From an optimization exercise on the open Yosys and OpenROAD flow, aimed at small area, a short achievable clock period and few clock cycles per item; shortcuts taken in it are not production practice. In this exercise RTL edits were held to simulation tests only and were not proved equivalent to the original. Power figures rest on the tool's default switching activity, not on a simulated workload.

File: design.v
module upb_freq_codec (
    input             clk,
    input             rst,           
    input             in_valid,
    output            in_ready,
    input      [3:0]  in_op,         
    input             in_layout,     
    input      [31:0] in_freq,
    input      [31:0] in_fcint,
    input      [31:0] in_fcfrac,
    input      [15:0] in_dreg0,
    input      [15:0] in_dreg1,
    output reg        out_valid,
    output reg [3:0]  out_fcause,    
    output reg [31:0] out_freq,
    output reg [7:0]  out_fcint,
    output reg [23:0] out_fcfrac,
    output reg [15:0] out_dreg0,
    output reg [15:0] out_dreg1
);
    localparam [3:0] OP_HZ2REG  = 4'hB;
    localparam [3:0] OP_REG2HZ  = 4'hC;
    localparam [3:0] OP_STORE   = 4'hD;
    localparam [3:0] OP_RESTORE = 4'hE;
    localparam [3:0] FC_OK         = 4'd0;
    localparam [3:0] FC_ILLEGAL_OP = 4'd2;
    localparam [3:0] FC_FREQ_RANGE = 4'd6;
    localparam [3:0] FC_REG_RANGE  = 4'd7;
    localparam [31:0] XO_HZ = 32'd27_600_000;
    localparam [31:0] F_MIN = 32'd775_000_000;
    localparam [31:0] F_MAX = 32'd1_100_000_000;
    localparam DIVIDEND_W = 50;
    localparam DIVISOR_W  = 25;
    localparam S_IDLE = 1'b0;
    localparam S_DIV  = 1'b1;
    reg                   state;
    reg [5:0]             div_cnt;
    reg [DIVISOR_W-1:0]   div_rem;
    reg [DIVIDEND_W-1:0]  div_q;    
    assign in_ready = (state == S_IDLE);
    wire accept = in_valid && in_ready;
    wire freq_bad   = (in_freq < F_MIN) || (in_freq > F_MAX);
    wire domain_a_bad = (in_fcint > 32'd63)  || (in_fcfrac > 32'h0007_FFFF);
    wire domain_b_bad = (in_fcint > 32'd255) || (in_fcfrac > 32'h00FF_FFFF);
    reg [3:0] launch_fcause;
    always @(*) begin
        case (in_op)
            OP_HZ2REG:  launch_fcause = freq_bad ? FC_FREQ_RANGE : FC_OK;
            OP_REG2HZ:  launch_fcause = domain_a_bad ? FC_REG_RANGE : FC_OK;
            OP_STORE:   launch_fcause = (in_layout ? domain_a_bad : domain_b_bad) ? FC_REG_RANGE : FC_OK;
            OP_RESTORE: launch_fcause = FC_OK;
            default:    launch_fcause = FC_ILLEGAL_OP;
        endcase
    end
    wire [18:0] r_ff = in_fcfrac[18:0];
    wire [5:0]  r_fi = in_fcint[5:0];
    wire [31:0] r_frac_hi = (32'd5266 * {13'd0, r_ff} + 32'd2048) >> 13;
    wire [31:0] r_freq    = r_frac_hi + 32'd52 * {13'd0, r_ff} + {26'd0, r_fi} * XO_HZ;
    wire [15:0] st_dreg0 = in_layout ? {6'd0, 1'b1, in_fcfrac[8:0]}
                                     : {in_fcint[7:0], in_fcfrac[23:16]};
    wire [15:0] st_dreg1 = in_layout ? {in_fcint[5:0], in_fcfrac[18:9]}
                                     : in_fcfrac[15:0];
    wire [7:0]  rs_fcint  = in_layout ? {2'd0, in_dreg1[15:10]} : in_dreg0[15:8];
    wire [23:0] rs_fcfrac = in_layout ? {5'd0, in_dreg1[9:0], in_dreg0[8:0]}
                                      : {in_dreg0[7:0], in_dreg1};
    wire [DIVISOR_W:0] div_trial = {div_rem, div_q[DIVIDEND_W-1]};
    wire               div_ge    = (div_trial >= {1'b0, XO_HZ[DIVISOR_W-1:0]});
    wire [DIVISOR_W:0] div_diff  = div_trial - {1'b0, XO_HZ[DIVISOR_W-1:0]};
    always @(posedge clk) begin
        if (rst) begin
            state     <= S_IDLE;
            out_valid <= 1'b0;
            div_cnt   <= 6'd0;
        end else begin
            out_valid <= 1'b0;
            case (state)
                S_IDLE: begin
                    if (accept) begin
                        if (launch_fcause != FC_OK) begin
                            out_valid  <= 1'b1;
                            out_fcause <= launch_fcause;
                        end else begin
                            case (in_op)
                                OP_HZ2REG: begin
                                    state   <= S_DIV;
                                    div_cnt <= 6'd0;
                                    div_rem <= {DIVISOR_W{1'b0}};
                                    div_q   <= {in_freq[30:0], 19'd0};
                                end
                                OP_REG2HZ: begin
                                    out_valid  <= 1'b1;
                                    out_fcause <= FC_OK;
                                    out_freq   <= r_freq;
                                end
                                OP_STORE: begin
                                    out_valid  <= 1'b1;
                                    out_fcause <= FC_OK;
                                    out_dreg0  <= st_dreg0;
                                    out_dreg1  <= st_dreg1;
                                end
                                default: begin  
                                    out_valid  <= 1'b1;
                                    out_fcause <= FC_OK;
                                    out_fcint  <= rs_fcint;
                                    out_fcfrac <= rs_fcfrac;
                                end
                            endcase
                        end
                    end
                end
                S_DIV: begin
                    if (div_ge) div_rem <= div_diff[DIVISOR_W-1:0];
                    else        div_rem <= div_trial[DIVISOR_W-1:0];
                    div_q   <= {div_q[DIVIDEND_W-2:0], div_ge};
                    div_cnt <= div_cnt + 6'd1;
                    if (div_cnt == DIVIDEND_W - 1) begin
                        state      <= S_IDLE;
                        out_valid  <= 1'b1;
                        out_fcause <= FC_OK;
                        out_fcint  <= div_q[25:18];       
                        out_fcfrac <= {5'd0, div_q[17:0], div_ge};
                    end
                end
            endcase
        end
    end
endmodule
File: run.sh
#!/bin/bash
# synth_recipe.tcl (not shown) runs the flow's synth.tcl, then flattens the netlist and writes it again
# the make line also repeats each setting of config.mk as NAME=value (left out here)
make -C /OpenROAD-flow-scripts/flow DESIGN_CONFIG=/design/flow/config.mk WORK_HOME=/design/flow/orfs CLKGATE_MAP_FILE= SYNTH_SCRIPT=/design/flow/synth_recipe.tcl finish
File: config.mk
export PLATFORM = sky130hd
export DESIGN_NAME = upb_freq_codec
export DESIGN_NICKNAME = upb_freq_codec
export VERILOG_FILES = /design/flow/design.v
export SDC_FILE = /design/flow/constraint.sdc
export NUM_CORES = 4
export LEC_CHECK = 0
export CAP_MARGIN = 20
export CORE_MARGIN = 2
export CORE_UTILIZATION = 40
export SLEW_MARGIN = 20
File: constraint.sdc
create_clock -name core_clock -period 11.0 [get_ports {clk}]
set_input_delay 2.2000 -clock core_clock [delete_from_list [all_inputs] [get_ports {clk}]]
set_output_delay 2.2000 -clock core_clock [all_outputs]
set_load 0.01 [all_outputs]
==> results by group <==
Timing
  – Worst-margin pin slew: 1.014 ns
  – Worst slew margin: 32.39%
  – RSZ-0062 raised after global routing: false
  – Tmin final: 10.64 ns
  – Fin Clk Skew: 0.01452 ns
  – Setup ws final: 0.3603 ns
  – Fmax: 93.99 MHz
  – Final Setup Violations: 0
  – Hold Vio Cnt, Final: 0
  – Pins Over Slew Limit: 0
  – Fin crit share: 96.72%

Detailed routing
  – Initial DRT Pass Iterations: 5
  – Residual DRC: 0
  – Vias: 11,990
  – Iteration-0 DRC Markers: 672
  – Vias per cell: 5.199
  – DR WL/cell: 17.79 um
  – Number of routed nets with antenna violations: 0
  – Final WL: 41,040 um

Synth
  – Post-synth top area cell: edfxtp_1
  – Synth warnings: 1
  – Yosys cell types: 83
  – Ys flop type: edfxtp_1
  – Top area cells in the synthesized netlist: edfxtp_1 33%, ha_1 17%, fa_1 9.1%, inv_1 4.7%, xnor2_1 3.5%
  – Post-Syn Area: 15,800 um2
  – FF+latch count, synth: 182
  – Seq/Total Area, Yosys: 34.08%
  – Post-synth EDFFs: 174
  – Mapped Avg Cell Area: 10.41 um2
  – Syn nets: 1,941
  – Yosys top cell area share: 33.06%
  – Syn Inst Count: 1,518
  – Ys async rst share: 0%

Setup path
  – Slowest stage cell on the critical path: or4_1
  – Worst reg2reg path depth: 11
  – CP max FO: 8
  – R2R setup slack: 7.80 ns
  – Critical Setup Path Class: input port to flop
  – Crit path max-delay family: adder cells
  – Data required, critical path: 11.19 ns
  – CP Launch Type: input port
  – Reg2Reg Launch Point: div_rem[7]
  – Arrival time worst endpoint: 10.83 ns
  – R2r endpoint: out_fcfrac[0]
  – CP endpoint kind: flop
  – CP bufs+invs: 3
  – Worst stage delay on the critical path: 0.71 ns
  – Critical path depth: 30

Clock network
  – Root buffer cell: clkbuf_16
  – Clk latency of the worst-skew pair: 0.44 ns
  – Clock buffer depth: 2
  – Sink Count: 182
  – Clk slew on worst S/H paths: 0.08 ns
  – Post-CTS Setup Inserts: 0
  – CTS Hold Bufs: 0
  – H-tree Lvls: 4
  – CTS tree: built
  – Cts bufs inserted: 17

Placement
  – Placer Congestion: 0.9016
  – Cell area after placement: 18,960 um2
  – Dpl hpwl: 32,930 um
  – IO Port Bufs: 236
  – Pre-CTS setup slack: -0.05650 ns

Min path
  – Hold path startpoint: div_cnt[2]
  – Hold depth: 2
  – Min-Delay Path Class: flop to flop
  – Worst Hold End: div_cnt[2]

Cells and area
  – Most common cell after layout, fill and taps aside: clkdlybuf4s50_1
  – Fraction of layout cells with a size suffix above 1: 7.727%
  – Final Cell Area: 19,570 um2
  – Most frequent cells in the layout: 235 x clkdlybuf4s50_1, 215 x ha_1, 197 x inv_1, 174 x edfxtp_1, 82 x nor2_1
  – Layout fillers: 3,540
  – Final #Nets: 2,197
  – Layout area overhead: 23.85%

Die
  – Die Area: 41,110 um2
  – IO Pins: 238
  – Cell row count: 72
  – Initial Util: 40.70%
  – Core ar.: 38,830 um2
  – Die height: 202.8 um
  – Die W: 202.8 um

Global routing
  – Vias in the first global route: 11,920
  – Initial antenna violation count: 1
  – Grt ovf: 0
  – First-pass GRT wire length: 63,450 um
  – GRT Util Overall: 19.85%
  – Largest net degree at the start of global routing: 102

Run status
  – Run status: timing/DRC/antenna clean

Run
  – Max Cap Viol: 0

Power
  – Leakage: 8.226 nW
  – Pwr dens: 248.1 nW/um2
  – Max IR drop VDD: 0.2352 mV
==> logic make-up after synthesis <==
kind of cell,synth area share (%)
mux,4.276
buf+inv,5.693
compound gates,12.16
other cells,0.02373
xor+xnor,5.321
flops,34.08
simple gates,12.30
fa+ha+maj,26.14
==> worst max path at each step <==
stage            startpoint           end  slack (ns)
2_1_floorplan  in_fcfrac[3]  out_freq[31]        1.06
3_3_place_gp   in_fcfrac[2]  out_freq[31]        0.13
3_5_place_dp   in_fcfrac[2]  out_freq[31]       -0.06
4_1_cts        in_fcfrac[2]  out_freq[31]        0.39
5_1_grt        in_fcfrac[2]  out_freq[31]        0.02
6_report       in_fcfrac[2]  out_freq[31]        0.36
==> sequential cells by signal, indices dropped and copies added (netlist names) <==
| register | count |
|---|---|
| out_dreg1 | 16 |
| state | 1 |
| div_q | 50 |
| out_fcause | 3 |
| out_valid | 1 |
| out_dreg0 | 16 |
| out_fcint | 8 |
| div_rem | 25 |
| out_fcfrac | 24 |
| out_freq | 32 |
| div_cnt | 6 |
==> cell usage after synthesis, drive strengths merged, types with 6 or more instances <==
master	count
ha	215
inv	197
edfxtp	174
nor2	85
a21oi	74
fa	72
o21ai	71
nand2	69
xnor2	63
and2	38
mux2	36
xor2	33
clkbuf	31
o21bai	30
nor3	28
mux2i	27
nand3	25
a21o	21
nor2b	20
nor4	18
nand2b	14
nand4	13
and3	12
or3	11
o21a	10
a221oi	8
a31oi	8
dfxtp	8
a21boi	7
o31a	7
nor3b	6
o311ai	6
or2	6
or4	6
==> metrics by stage <==
| step | TNS [ns] | total power, mW | cells | hold slack, ns | utilization (%) |
|---|---|---|---|---|---|
| after floorplan | 0 | 3.326 | 1518 | 0.4754 | - |
| after global placement | 0 | 4.144 | 2273 | 0.4987 | 48.84 |
| after detailed placement | -0.07786 | 4.193 | 2273 | 0.5096 | 48.84 |
| after CTS | 0 | 4.859 | 2304 | 0.5217 | 50.37 |
| after global routing | 0 | 5.263 | 2305 | 0.5318 | 50.39 |
| final | 0 | 4.856 | 2307 | 0.5170 | 50.41 |
==> worst reg2reg max path: cells and delay by family, from the launching register on <==
family                 cells  cell delay, ns
buffers and inverters      1            0.24
DFF                        1            0.44
AOI/OAI and AO/OA          7            1.68
and+or+nand+nor            3            0.55
==> area by class of cell <==
cell class	count	area [um2]	area share (%)
timing repair buffer	273	2638	13.48
clock inverter	12	162.7	0.8311
tap	518	648.1	3.312
sequential	182	5386	27.52
multi-input combinational	1102	9553	48.81
clock buffer	19	432.9	2.212
antenna	3	7.507	0.03836
inverter	198	743.2	3.797
==> report_power, final <==
group | switching [mW] | total [mW] | internal, mW | leakage, nW
sequential | 0.00363 | 0.928 | 0.925 | 1.68
clock | 0.301 | 0.645 | 0.344 | 0.290
combinational | 1.87 | 3.28 | 1.41 | 6.25
total | 2.18 | 4.86 | 2.68 | 8.23
==> timing repair <==
item,CTS,global route
setup endpoints to repair,0,6
endpoints found under the hold margin,0,0
gates resized for setup,0,1
==> layer usage <==
| layer | GRT usage (%) | share of wire [%] |
|---|---|---|
| met5 | 0 | 0 |
| met4 | 5.657 | 1.7 |
| met1 | 25.67 | 45 |
| met2 | 34.26 | 49 |
| met3 | 3.226 | 4.7 |
Testbench counts, summed over its fixed seeds: cycles 50,958, items 2,400.

## re-timing with driven ports
Ports are ideal in the flow. The routed layout listed here was re-timed in OpenROAD. Step 1 assumes that a clkbuf_16 drives the clock port and a buf_2 every other input. Step 2 adds t to the input delays and takes it off the output delays; t is the mean of the earliest and latest rising clock arrival at the registers after step 1. Input paths then give back, and output paths get back, about the clock's delay inside the block. Three values: no drivers, after step 1, after step 2; two values: the first two.
t, ns: 0.482
setup slack, ns: 0.360 / 0.379 / -0.104
slew at the worst register clock pin (ns): 0.08 / 0.08
With both steps, setup timing fails in this run, where it was met with ideal ports. The setup slack of this run moves by +0.019 ns with the drivers and by -0.464 ns with both steps.
